This design comes from an exercise in tuning for small area, a short achievable clock period and few clock cycles per item on the open sky130 flow, not from production work. At most, simulation tests tie the RTL to the original design; equivalence was not proved. Power figures rest on the tool's default switching activity, not on a simulated workload.

## popcount_unit
module popcount_unit (
    input  wire         clk,
    input  wire         rst,         
    input  wire         in_valid,
    input  wire [1:0]   op,          
    input  wire [127:0] operand,
    output reg          out_valid,
    output reg  [7:0]   result,
    output reg          valid,
    output reg          illegal,
    output reg  [2:0]   strategy
);
Size in the first run: ~150 I/O pins, about 6000 um2 of cells after synthesis.
export LEC_CHECK = 0
export CAP_MARGIN = 20
export CORE_MARGIN = 2
export CORE_UTILIZATION = 50
export CTS_BUF_LIST = sky130_fd_sc_hd__clkbuf_4
export SETUP_SLACK_MARGIN = 3.6
export SLEW_MARGIN = 20
export SYNTH_HIERARCHICAL = 1
export SYNTH_MINIMUM_KEEP_SIZE = 0
create_clock -name core_clock -period 7.0 [get_ports {clk}]
standard.sh (not shown) runs the stock make flow with config.mk's settings and CLKGATE_MAP_FILE= SYNTH_SCRIPT=/design/flow/synth_recipe.tcl, a recipe that flattens the netlist after the stock synthesis.
==> flow/flow/run.sh <==
#!/bin/bash
# Layout flow: the standard layout (standard.sh, all ORFS steps from
# synthesis to finish), with the input and output port buffers placed as
# sky130_fd_sc_hd__buf_1 cells instead of the cell buffer_ports picks by
# itself. Each step's full log stays under orfs/logs/; the output of make
# goes to flow_make.log in this folder.
set -euo pipefail
export BUFFER_PORTS_ARGS="-buffer_cell sky130_fd_sc_hd__buf_1"
bash standard.sh > flow_make.log 2>&1
Testbench counts at the start, summed over its fixed seeds: cycles 4,008, items 4,000.
Edit:
--- a/flow/design.v
+++ b/flow/design.v
@@ -904,25 +904,27 @@
             vld_r1 <= 1'b0;
             vld_r2 <= 1'b0;
         end else begin
             vld_r1 <= in_valid;
             vld_r2 <= vld_r1;
         end
     end
     wire [7:0] row_a = {1'b0, ra6_r2_51, ra5_r2_50, ra4_r2_49, ra3_r2_48, ra2_r2_47, ra1_r2_46, ra0_r2_44};
     wire [7:0] row_b = {1'b0, 1'b0, 1'b0, 1'b0, 1'b0, 1'b0, 1'b0, rb0_r2_45};
     wire [7:0] sum = row_a + row_b;
+    wire [4:0] sum_lo = {1'b0, row_a[3:0]} + {1'b0, row_b[3:0]};
+    wire       lt16 = ~(|row_a[7:4] | |row_b[7:4] | sum_lo[4]);
     always @* begin
         out_valid = vld_r2;
         result    = sum;
         valid     = valid_r2_52;
         illegal   = ill_r2_53;
         if (ispop_r2_54)
-            strategy = (sum[7:4] == 4'd0) ? 3'b010 : 3'b001;
+            strategy = lt16 ? 3'b010 : 3'b001;
         else
             strategy = {1'b1, ill_r2_53, ill_r2_53};
     end
 endmodule
 module fa3 (input wire a, input wire b, input wire c, output wire s, output wire co);
     assign s  = a ^ b ^ c;
     assign co = (a & b) | (a & c) | (b & c);
 endmodule
The new run passed the timing, DRC and antenna checks. Hold slack stays flat. Design area grows by a few percent. Critical path depth stays the same. Die area rises slightly. Wire length grows slightly.
Function not checked in the second run of this note: the RTL went through the layout flow alone.

--- another note on this design; it stands on its own ---

Design popcount_unit, start of the top module:
module popcount_unit (
    input  wire         clk,
    input  wire         rst,         
    input  wire         in_valid,
    input  wire [1:0]   op,          
    input  wire [127:0] operand,
    output reg          out_valid,
    output reg  [7:0]   result,
    output reg          valid,
    output reg          illegal,
    output reg  [2:0]   strategy
);
Size in the first run: about 56 flip-flops, roughly 150 I/O pins.
export LEC_CHECK = 0
export CAP_MARGIN = 20
export CORE_MARGIN = 2
export CORE_UTILIZATION = 60
export SETUP_SLACK_MARGIN = 3.7
export SLEW_MARGIN = 20
export SYNTH_HIERARCHICAL = 1
export SYNTH_MINIMUM_KEEP_SIZE = 0
create_clock -name core_clock -period 7.0 [get_ports {clk}]
run.sh (not shown) runs the stock make flow with config.mk's settings and CLKGATE_MAP_FILE= SYNTH_SCRIPT=/design/flow/synth_recipe.tcl, a recipe that flattens the netlist after the stock synthesis.
Testbench counts at the start, summed over its fixed seeds: cycles 4,008, items 4,000.
Then changed:
- SETUP_SLACK_MARGIN: 3.7 -> 4.0
Effect:
- final area increases by 9.9%
- die area is unchanged
- clock-buffer cell count stays the same
- sequential cell count does not change
- sequential power came out higher by about 0.8%
- register-to-register slack got worse by 50 ps
- synthesized cell count does not change
- worst setup slack improves by 5.5 ps
- area after synthesis stays the same
- global-route usage went up by 1.8 points

Starting RTL as in the previous note.
clock: 7.0 ns
lec_check: 0
cap_margin: 20
core_margin: 2
core_utilization: 60
slew_margin: 20
synth_hierarchical: 1
synth_minimum_keep_size: 0
The first run finished with timing, DRC and antenna clean.
Testbench counts at the start, summed over its fixed seeds: cycles 4,008, items 4,000.
Then changed:
Settings changed: CORE_UTILIZATION 60 to 75, SETUP_SLACK_MARGIN set to 3.7.
What happened: This time the run never finished: it broke off in global placement, error GPL-0301; synthesized cell count stays the same; synthesized area stays the same.
Then changed:
==> flow/flow/run.sh (new file) <==
#!/bin/bash
# Layout flow: the standard layout (standard.sh, all ORFS steps from
# synthesis to finish), with the input and output port buffers placed as
# sky130_fd_sc_hd__buf_1 cells instead of the cell buffer_ports picks by
# itself. Each step's full log stays under orfs/logs/; the output of make
# goes to flow_make.log in this folder.
set -euo pipefail
export BUFFER_PORTS_ARGS="-buffer_cell sky130_fd_sc_hd__buf_1"
bash standard.sh > flow_make.log 2>&1
==> flow/standard.sh (new file) <==
#!/bin/bash
# synth_recipe.tcl (not shown) runs the flow's synth.tcl, then flattens the netlist and writes it again
# the make line also repeats each setting of config.mk as NAME=value (left out here)
make -C /OpenROAD-flow-scripts/flow DESIGN_CONFIG=/design/flow/config.mk WORK_HOME=/design/flow/orfs CLKGATE_MAP_FILE= SYNTH_SCRIPT=/design/flow/synth_recipe.tcl "${@:-finish}"
Settings changed: CORE_UTILIZATION 75 to 60, SETUP_SLACK_MARGIN 3.7 to 3.6.
removed: flow/run.sh
Effect: This time the run went through all stages and came out clean; synthesized area stays the same; synthesized cell count does not change.

## the baseline
popcount_unit again, from the RTL that the note above started with.
clock: 7.0 ns
lec_check: 0
cap_margin: 20
core_margin: 2
core_utilization: 60
setup_slack_margin: 3.5
slew_margin: 20
synth_hierarchical: 1
synth_minimum_keep_size: 0
Stock flow here: none of the scripts above is used.
Testbench counts of the baseline, summed over its fixed seeds: cycles 4,008, items 4,000.
Changes in the candidate relative to the baseline:
- changing SETUP_SLACK_MARGIN from 3.5 to 3.6
Findings:
- The run showing the smaller power spent charging and discharging nets is the candidate.
- The hold slack reported for the candidate is smaller than that of the baseline by 0.011 ns.
- Post-route fraction of the period consumed by the critical path ends up lower on the candidate.
- The routability congestion estimate from global placement on the baseline is in line with that on the candidate.
- Against the baseline, sum of routed wire length over all layers in the candidate came out worse.

==> re-timing with driven ports <==
Ports are ideal in the flow. The routed layouts listed here were re-timed in OpenROAD.
Step 1, drivers: a clkbuf_16 drives clk and a buf_2 each remaining input, both assumed.
Step 2 also shifts input and output timing later by t, the mid clock arrival at the registers, as if the neighbouring blocks saw the same clock.
Slacks: no drivers / after step 1 / after step 2; pairs: no drivers / after step 1.
run | t, ns | setup WS [ns] | hold WS [ns] | worst setup path at the end | pins driven straight from the clock port
the first run of note 1 | 0.426 | 3.583 / 3.592 / 3.165 | 0.450 / 0.450 / 0.450 | input to register | 1
the second run of note 1 | 0.444 | 3.541 / 3.527 / 3.083 | 0.448 / 0.448 / 0.448 | input to register | 1
the first run of note 2 | 0.325 | 3.559 / 3.554 / 3.230 | 0.443 / 0.443 / 0.443 | input to register | 1
the second run of note 2 | 0.328 | 3.564 / 3.559 / 3.231 | 0.458 / 0.458 / 0.458 | input to register | 1
the first run of note 3 | 0.320 | 2.908 / 2.916 / 2.596 | 0.459 / 0.459 / 0.459 | input to register | 1
the third run of note 3 | 0.326 | 3.571 / 3.547 / 3.247 | 0.449 / 0.449 / 0.449 | input to register | 1
the baseline | 0.325 | 3.489 / 3.499 / 3.174 | 0.460 / 0.460 / 0.460 | input to register | 1
the candidate | 0.321 | 3.589 / 3.559 / 3.271 | 0.449 / 0.449 / 0.449 | input to register | 1
After both steps setup and hold are still met in every run listed. The setup slack of the second run of note 1, which loses most, moves by -0.014 ns with the drivers and by -0.458 ns with both steps.
